Background: an optimization exercise with open tools, aiming at small area. Do not read the settings as production practice.
At most, simulation tests tie the RTL to the original design; equivalence was not proved.
Power is estimated from default activity; no workload was simulated. The flow treats the clock pin as an ideal source, which a real chip does not have.

## ca_core
module ca_core (
    input  wire        clk,
    input  wire        rst,           
    output wire        imem_re,
    output wire [9:0]  imem_addr,
    input  wire [15:0] imem_rdata,
    output wire        dmem_re,
    output wire        dmem_we,
    output wire [15:0] dmem_addr,
    output wire [7:0]  dmem_wdata,
    input  wire [7:0]  dmem_rdata,
    output wire        halted,
    output wire        fault,
    output wire [15:0] fault_pc,
    output wire [15:0] fault_word,
    output wire        eff_valid,
    output wire [15:0] eff_pc,
    output wire        eff_reg_we,
    output wire [5:0]  eff_reg_idx,
    output wire [7:0]  eff_reg_val,
    output wire        eff_mem_we,
    output wire [10:0] eff_mem_addr,
    output wire [7:0]  eff_mem_val,
    output wire        eff_redirect,
    output wire [15:0] eff_target,
    output wire [4:0]  eff_sreg,
    output wire [4:0]  obs_sreg
);
Size in the first run: ~1300 cells after synthesis, about 540 flip-flops, ~16000 um2 of cells after synthesis.
==> flow/config.mk <==
export PLATFORM = sky130hd
export DESIGN_NAME = ca_core
export DESIGN_NICKNAME = ca_core
export VERILOG_FILES = /design/flow/design.v
export SDC_FILE = /design/flow/constraint.sdc
export NUM_CORES = 4
export LEC_CHECK = 0
export CAP_MARGIN = 20
export CORE_MARGIN = 2
export CORE_UTILIZATION = 55
export GPL_TIMING_DRIVEN = 0
export SLEW_MARGIN = 20
==> flow/constraint.sdc <==
create_clock -name core_clock -period 10.0 [get_ports {clk}]
set_input_delay 2.0000 -clock core_clock [delete_from_list [all_inputs] [get_ports {clk}]]
set_output_delay 2.0000 -clock core_clock [all_outputs]
set_load 0.01 [all_outputs]
standard.sh (not shown) runs the stock make flow with config.mk's settings and CLKGATE_MAP_FILE= SYNTH_SCRIPT=/design/flow/synth_recipe.tcl, a recipe that flattens the netlist after the stock synthesis.
==> flow/flow/run.sh <==
#!/bin/bash
# Standard ORFS layout (the standard.sh) with three changes:
#  - ports are buffered with sky130_fd_sc_hd__buf_1 instead of the default
#    buffer_ports choice,
#  - the netlist's buffers are removed at floorplan, placement is not
#    timing driven,
#  - clock tree synthesis builds larger sink clusters and adds no dummy loads.
set -uo pipefail
export BUFFER_PORTS_ARGS="-buffer_cell sky130_fd_sc_hd__buf_1"
export REMOVE_ABC_BUFFERS=1
export CTS_ARGS="-sink_clustering_enable -repair_clock_nets -dont_use_dummy_load -buf_list sky130_fd_sc_hd__clkbuf_16 -sink_clustering_size 30 -sink_clustering_max_diameter 100"
bash standard.sh > standard.log 2>&1
The baseline finished with timing, DRC and antenna clean.
Then changed:
--- a/flow/flow/run.sh
+++ b/flow/flow/run.sh
@@ -10,3 +10,3 @@
 export REMOVE_ABC_BUFFERS=1
-export CTS_ARGS="-sink_clustering_enable -repair_clock_nets -dont_use_dummy_load -buf_list sky130_fd_sc_hd__clkbuf_16 -sink_clustering_size 30 -sink_clustering_max_diameter 100"
+export CTS_ARGS='-sink_clustering_enable -repair_clock_nets -dont_use_dummy_load -buf_list {sky130_fd_sc_hd__clkbuf_8 sky130_fd_sc_hd__clkbuf_16} -sink_clustering_size 16 -sink_clustering_max_diameter 60'
 bash standard.sh > standard.log 2>&1
Effect: Non-clock buffer count is unchanged; setup slack degrades by 0.0036 ns; hold slack degrades by 0.0035 ns; utilization is higher by 1.7 points; final cell count is higher by 1.1%; area after synthesis stays the same; design area is higher by 2.8%; combinational power stays flat; register-to-register slack stays flat.
No run of this note included a check of the RTL's function; only the layout flow was run.

---

ca_core, a different RTL version from the one above (not shown whole).
Size: roughly 540 flip-flops, about 180 I/O pins, roughly 0.015 mm2 of cells after synthesis.
==> flow/design.v (excerpt) <==
module ca_core (
    input  wire        clk,
    input  wire        rst,           
    output wire        imem_re,
    output wire [9:0]  imem_addr,
    input  wire [15:0] imem_rdata,
    output wire        dmem_re,
    output wire        dmem_we,
    output wire [15:0] dmem_addr,
    output wire [7:0]  dmem_wdata,
    input  wire [7:0]  dmem_rdata,
    output wire        halted,
    output wire        fault,
    output wire [15:0] fault_pc,
    output wire [15:0] fault_word,
    output wire        eff_valid,
    output wire [15:0] eff_pc,
    output wire        eff_reg_we,
    output wire [5:0]  eff_reg_idx,
    output wire [7:0]  eff_reg_val,
    output wire        eff_mem_we,
    output wire [10:0] eff_mem_addr,
    output wire [7:0]  eff_mem_val,
    output wire        eff_redirect,
    output wire [15:0] eff_target,
    output wire [4:0]  eff_sreg,
    output wire [4:0]  obs_sreg
);
Settings: LEC_CHECK=0, ABC_AREA=1, CAP_MARGIN=20, CORE_MARGIN=2, CORE_UTILIZATION=55, GPL_TIMING_DRIVEN=0, SLEW_MARGIN=20; clock period 10.0 ns.
==> flow/flow/run.sh <==
#!/bin/bash
# The standard layout (standard.sh) with these changes:
#  - synthesis is the standard synthesis except that ABC maps the logic
#    for area with flow/area.abc (flow/synth_area.tcl); registers are mapped
#    exactly as in the standard synthesis,
#  - the netlist's buffers are removed at floorplan (REMOVE_ABC_BUFFERS),
#  - ports are buffered with sky130_fd_sc_hd__buf_1,
#  - clock tree synthesis builds larger sink clusters and adds no dummy loads.
# Every tool's output goes to standard.log (ORFS keeps per-step logs too).
set -uo pipefail
here=$(pwd)
export BUFFER_PORTS_ARGS="-buffer_cell sky130_fd_sc_hd__buf_1"
export REMOVE_ABC_BUFFERS=1
export SKIP_REPAIR_TIE_FANOUT=1
export CTS_ARGS="-sink_clustering_enable -repair_clock_nets -dont_use_dummy_load -buf_list sky130_fd_sc_hd__clkbuf_16 -sink_clustering_size 34 -sink_clustering_max_diameter 100"
export AREA_ABC_SCRIPT="$here/flow/area.abc"
sed "s#SYNTH_SCRIPT=[^ ]*#SYNTH_SCRIPT=$here/flow/synth_area.tcl#" standard.sh > area_standard.sh
if ! grep -q "SYNTH_SCRIPT=$here/flow/synth_area.tcl" area_standard.sh; then
  echo "could not point standard.sh at flow/synth_area.tcl" >&2
  exit 1
fi
bash area_standard.sh > standard.log 2>&1
==> flow/flow/area.abc <==
strash
dch -f
amap
==> flow/flow/synth_area.tcl <==
# The standard synthesis (synth_recipe.tcl), except that ABC maps for
# area with the script in area.abc instead of ORFS's abc_area.script.
proc synth {args} { yosys synth -nofsm -noshare {*}$args }
proc abc {args} {
  set i [lsearch -exact $args -script]
  if {$i >= 0} {
    set args [lreplace $args $i [expr {$i + 1}] -script $::env(AREA_ABC_SCRIPT)]
  }
  yosys abc {*}$args
}
source $::env(SCRIPTS_DIR)/synth.tcl
# left out here: clear keep_hierarchy, flatten, clean up, hide names made inside functions, write 1_2_yosys.v
Then changed:
--- a/flow/flow/run.sh
+++ b/flow/flow/run.sh
@@ -4,3 +4,4 @@
 #    for area with flow/area.abc (flow/synth_area.tcl); registers are mapped
-#    exactly as in the standard synthesis,
+#    exactly as in the standard synthesis; full adders are not extracted
+#    (ADDER_MAP_FILE empty), so ABC maps the adders too,
 #  - the netlist's buffers are removed at floorplan (REMOVE_ABC_BUFFERS),
@@ -13,6 +14,5 @@
 export REMOVE_ABC_BUFFERS=1
-export SKIP_REPAIR_TIE_FANOUT=1
-export CTS_ARGS="-sink_clustering_enable -repair_clock_nets -dont_use_dummy_load -buf_list sky130_fd_sc_hd__clkbuf_16 -sink_clustering_size 34 -sink_clustering_max_diameter 100"
+export CTS_ARGS="-sink_clustering_enable -repair_clock_nets -dont_use_dummy_load -buf_list sky130_fd_sc_hd__clkbuf_16 -sink_clustering_size 30 -sink_clustering_max_diameter 100"
 export AREA_ABC_SCRIPT="$here/flow/area.abc"
-sed "s#SYNTH_SCRIPT=[^ ]*#SYNTH_SCRIPT=$here/flow/synth_area.tcl#" standard.sh > area_standard.sh
+sed "s#SYNTH_SCRIPT=[^ ]*#SYNTH_SCRIPT=$here/flow/synth_area.tcl ADDER_MAP_FILE=#" standard.sh > area_standard.sh
 if ! grep -q "SYNTH_SCRIPT=$here/flow/synth_area.tcl" area_standard.sh; then
Power went up by 1.4%. Core utilization went up by 3.2 points. Flip-flop and latch count stays the same. Wire length went up by 6.8%.
Then changed:
==> flow/flow/run.sh (replaced) <==
#!/bin/bash
# Standard ORFS layout (the standard.sh) with three changes:
#  - ports are buffered with sky130_fd_sc_hd__buf_1 instead of the default
#    buffer_ports choice,
#  - the netlist's buffers are removed at floorplan, placement is not
#    timing driven,
#  - clock tree synthesis builds larger sink clusters and adds no dummy loads.
set -uo pipefail
export BUFFER_PORTS_ARGS="-buffer_cell sky130_fd_sc_hd__buf_1"
export REMOVE_ABC_BUFFERS=1
export CTS_ARGS="-sink_clustering_enable -repair_clock_nets -dont_use_dummy_load -buf_list sky130_fd_sc_hd__clkbuf_16 -sink_clustering_size 30 -sink_clustering_max_diameter 100"
bash standard.sh > standard.log 2>&1
removed: flow/flow/area.abc
removed: flow/flow/synth_area.tcl
Effect: Routed wire length came out higher by 3.5%. Worst hold slack is better by 0.061 ns. Maximum frequency rose by 0.30%. Die area is higher by 5.5%. Sequential share of layout area came out lower by 0.43 points. Final area goes up by 0.64%.

---

ca_core again, from the RTL that the note above started with.
Design ca_core, start of the top module:
module ca_core (
    input  wire        clk,
    input  wire        rst,           
    output wire        imem_re,
    output wire [9:0]  imem_addr,
    input  wire [15:0] imem_rdata,
    output wire        dmem_re,
    output wire        dmem_we,
    output wire [15:0] dmem_addr,
    output wire [7:0]  dmem_wdata,
    input  wire [7:0]  dmem_rdata,
    output wire        halted,
    output wire        fault,
    output wire [15:0] fault_pc,
    output wire [15:0] fault_word,
    output wire        eff_valid,
    output wire [15:0] eff_pc,
    output wire        eff_reg_we,
    output wire [5:0]  eff_reg_idx,
    output wire [7:0]  eff_reg_val,
    output wire        eff_mem_we,
    output wire [10:0] eff_mem_addr,
    output wire [7:0]  eff_mem_val,
    output wire        eff_redirect,
    output wire [15:0] eff_target,
    output wire [4:0]  eff_sreg,
    output wire [4:0]  obs_sreg
);
    reg  [255:0] ring0;           
    reg  [255:0] ring1;           
    reg  [4:0]   cnt;             
    reg          clr;             
    reg  [9:0]   pc;
    reg          ovf;             
    reg          bvalid;          
    reg  [7:0]   breg;
    reg          sr_z, sr_n, sr_c, sr_v, sr_s;
    wire [15:0] w  = imem_rdata;
  ...
==> flow/config.mk <==
export PLATFORM = sky130hd
export DESIGN_NAME = ca_core
export DESIGN_NICKNAME = ca_core
export VERILOG_FILES = /design/flow/design.v
export SDC_FILE = /design/flow/constraint.sdc
export NUM_CORES = 4
export LEC_CHECK = 0
export ABC_AREA = 1
export CAP_MARGIN = 20
export CORE_MARGIN = 2
export CORE_UTILIZATION = 55
export GPL_TIMING_DRIVEN = 1
export SLEW_MARGIN = 20
==> flow/constraint.sdc <==
create_clock -name core_clock -period 10.0 [get_ports {clk}]
set_input_delay 2.0000 -clock core_clock [delete_from_list [all_inputs] [get_ports {clk}]]
set_output_delay 2.0000 -clock core_clock [all_outputs]
set_load 0.01 [all_outputs]
==> flow/flow/run.sh <==
#!/bin/bash
# The standard layout (standard.sh) with these changes:
#  - synthesis is the standard synthesis except that ABC maps the logic
#    for area with flow/area.abc (flow/synth_area.tcl); registers are mapped
#    exactly as in the standard synthesis,
#  - the netlist's buffers are removed at floorplan (REMOVE_ABC_BUFFERS),
#  - ports are buffered with sky130_fd_sc_hd__buf_1,
#  - clock tree synthesis builds larger sink clusters and adds no dummy loads.
# Every tool's output goes to standard.log (ORFS keeps per-step logs too).
set -uo pipefail
here=$(pwd)
export BUFFER_PORTS_ARGS="-buffer_cell sky130_fd_sc_hd__buf_1"
export REMOVE_ABC_BUFFERS=1
export SKIP_REPAIR_TIE_FANOUT=1
export CTS_ARGS="-sink_clustering_enable -repair_clock_nets -dont_use_dummy_load -buf_list sky130_fd_sc_hd__clkbuf_16 -sink_clustering_size 34 -sink_clustering_max_diameter 100"
export AREA_ABC_SCRIPT="$here/flow/area.abc"
sed "s#SYNTH_SCRIPT=[^ ]*#SYNTH_SCRIPT=$here/flow/synth_area.tcl#" standard.sh > area_standard.sh
if ! grep -q "SYNTH_SCRIPT=$here/flow/synth_area.tcl" area_standard.sh; then
  echo "could not point standard.sh at flow/synth_area.tcl" >&2
  exit 1
fi
bash area_standard.sh > standard.log 2>&1
==> flow/flow/area.abc <==
strash
dch -f
amap
==> flow/flow/synth_area.tcl <==
# The standard synthesis (synth_recipe.tcl), except that ABC maps for
# area with the script in area.abc instead of ORFS's abc_area.script.
proc synth {args} { yosys synth -nofsm -noshare {*}$args }
proc abc {args} {
  set i [lsearch -exact $args -script]
  if {$i >= 0} {
    set args [lreplace $args $i [expr {$i + 1}] -script $::env(AREA_ABC_SCRIPT)]
  }
  yosys abc {*}$args
}
source $::env(SCRIPTS_DIR)/synth.tcl
# left out here: clear keep_hierarchy, flatten, clean up, hide names made inside functions, write 1_2_yosys.v
Change:
--- a/flow/flow/run.sh
+++ b/flow/flow/run.sh
@@ -5,4 +5,5 @@
 #    exactly as in the standard synthesis,
 #  - the netlist's buffers are removed at floorplan (REMOVE_ABC_BUFFERS),
+#  - constant outputs share tie cells (SKIP_REPAIR_TIE_FANOUT),
 #  - ports are buffered with sky130_fd_sc_hd__buf_1,
 #  - clock tree synthesis builds larger sink clusters and adds no dummy loads.
--- a/flow/config.mk
+++ b/flow/config.mk
@@ -10,4 +10,4 @@
 export CORE_MARGIN = 2
 export CORE_UTILIZATION = 55
-export GPL_TIMING_DRIVEN = 1
+export GPL_TIMING_DRIVEN = 0
 export SLEW_MARGIN = 20
=>
- wire length shrinks by 3.9%
- register-to-register slack is worse by 40 ps
- cell area falls by 0.39%
- die area stays the same
- clock power hardly moves
- first-iteration DRC count rose by 1.6%
- worst setup slack loses 130 ps
- sequential power is about the same
Change:
--- a/flow/flow/run.sh
+++ b/flow/flow/run.sh
@@ -5,5 +5,4 @@
 #    exactly as in the standard synthesis,
 #  - the netlist's buffers are removed at floorplan (REMOVE_ABC_BUFFERS),
-#  - constant outputs share tie cells (SKIP_REPAIR_TIE_FANOUT),
 #  - ports are buffered with sky130_fd_sc_hd__buf_1,
 #  - clock tree synthesis builds larger sink clusters and adds no dummy loads.
==> flow/flow/area.abc (replaced) <==
strash
dc2
dch -f
amap
Outcome:
- wire length increases by 3.2%
- synthesized area falls by 0.33%
- final cell count is higher by 1.4%
- synthesized cell count is about the same
- final area goes up by 1.2%
- clock skew hardly moves
- clock power grows by about 2%
- maximum frequency is about the same
- global-route usage came out higher by 0.45 points
- first-iteration DRC count shrinks by 0.53%
Change:
--- a/flow/flow/run.sh
+++ b/flow/flow/run.sh
@@ -13,5 +13,5 @@
 export REMOVE_ABC_BUFFERS=1
 export SKIP_REPAIR_TIE_FANOUT=1
-export CTS_ARGS="-sink_clustering_enable -repair_clock_nets -dont_use_dummy_load -buf_list sky130_fd_sc_hd__clkbuf_16 -sink_clustering_size 34 -sink_clustering_max_diameter 100"
+export CTS_ARGS="-sink_clustering_enable -repair_clock_nets -dont_use_dummy_load -buf_list sky130_fd_sc_hd__clkbuf_16 -sink_clustering_size 37 -sink_clustering_max_diameter 100"
 export AREA_ABC_SCRIPT="$here/flow/area.abc"
 sed "s#SYNTH_SCRIPT=[^ ]*#SYNTH_SCRIPT=$here/flow/synth_area.tcl#" standard.sh > area_standard.sh
==> flow/flow/area.abc (replaced) <==
strash
dch -f
amap
The changed run finished with timing, DRC and antenna clean.
Clock-buffer cell count went down by 2.
Via count falls by 2.1%.
Routed wire length drops by 3.3%.
Worst hold slack improves by 26 ps.
Clock skew decreases by 28 ps.
Die area rose by 0.32%.
Final area is lower by 1.3%.
Total power shrinks by 0.34%.
Non-clock buffer count falls by 23.
Clock power decreases by 4.2%.
Setup slack gains 68 ps.

## afterwards: timing with drivers on the ports
The results above use ideal ports. As a check the final layouts listed here were re-extracted and re-timed, cells and wires unchanged. Step 1, drivers: a clkbuf_16 drives clk and a buf_2 each remaining input, both assumed. Step 2 also shifts input and output timing later by t, the mid clock arrival at the registers, as if the neighbouring blocks saw the same clock. Three values: ideal, step 1, step 2; two values: the first two.
run | t, ns | setup slack, ns | clock arrival spread, ns
the first run of note 1 | 0.580 | 0.385 / 0.357 / 0.357 | 0.031 / 0.032
the second run of note 1 | 0.554 | 0.381 / 0.353 / 0.353 | 0.040 / 0.041
the first run of note 2 | 0.554 | 0.291 / 0.267 / 0.267 | 0.086 / 0.086
the second run of note 2 | 0.553 | 0.288 / 0.250 / 0.250 | 0.061 / 0.060
the third run of note 2 | 0.578 | 0.318 / 0.292 / 0.292 | 0.054 / 0.053
the first run of note 3 | 0.565 | 0.419 / 0.394 / 0.394 | 0.108 / 0.108
the second run of note 3 | 0.554 | 0.291 / 0.267 / 0.267 | 0.086 / 0.086
the third run of note 3 | 0.541 | 0.274 / 0.251 / 0.251 | 0.090 / 0.090
the fourth run of note 3 | 0.552 | 0.342 / 0.318 / 0.318 | 0.061 / 0.061
After both steps every run listed still meets setup and hold. For the second run of note 2, which loses most, drivers alone change the setup slack by -0.038 ns; drivers and shift together by -0.038 ns.
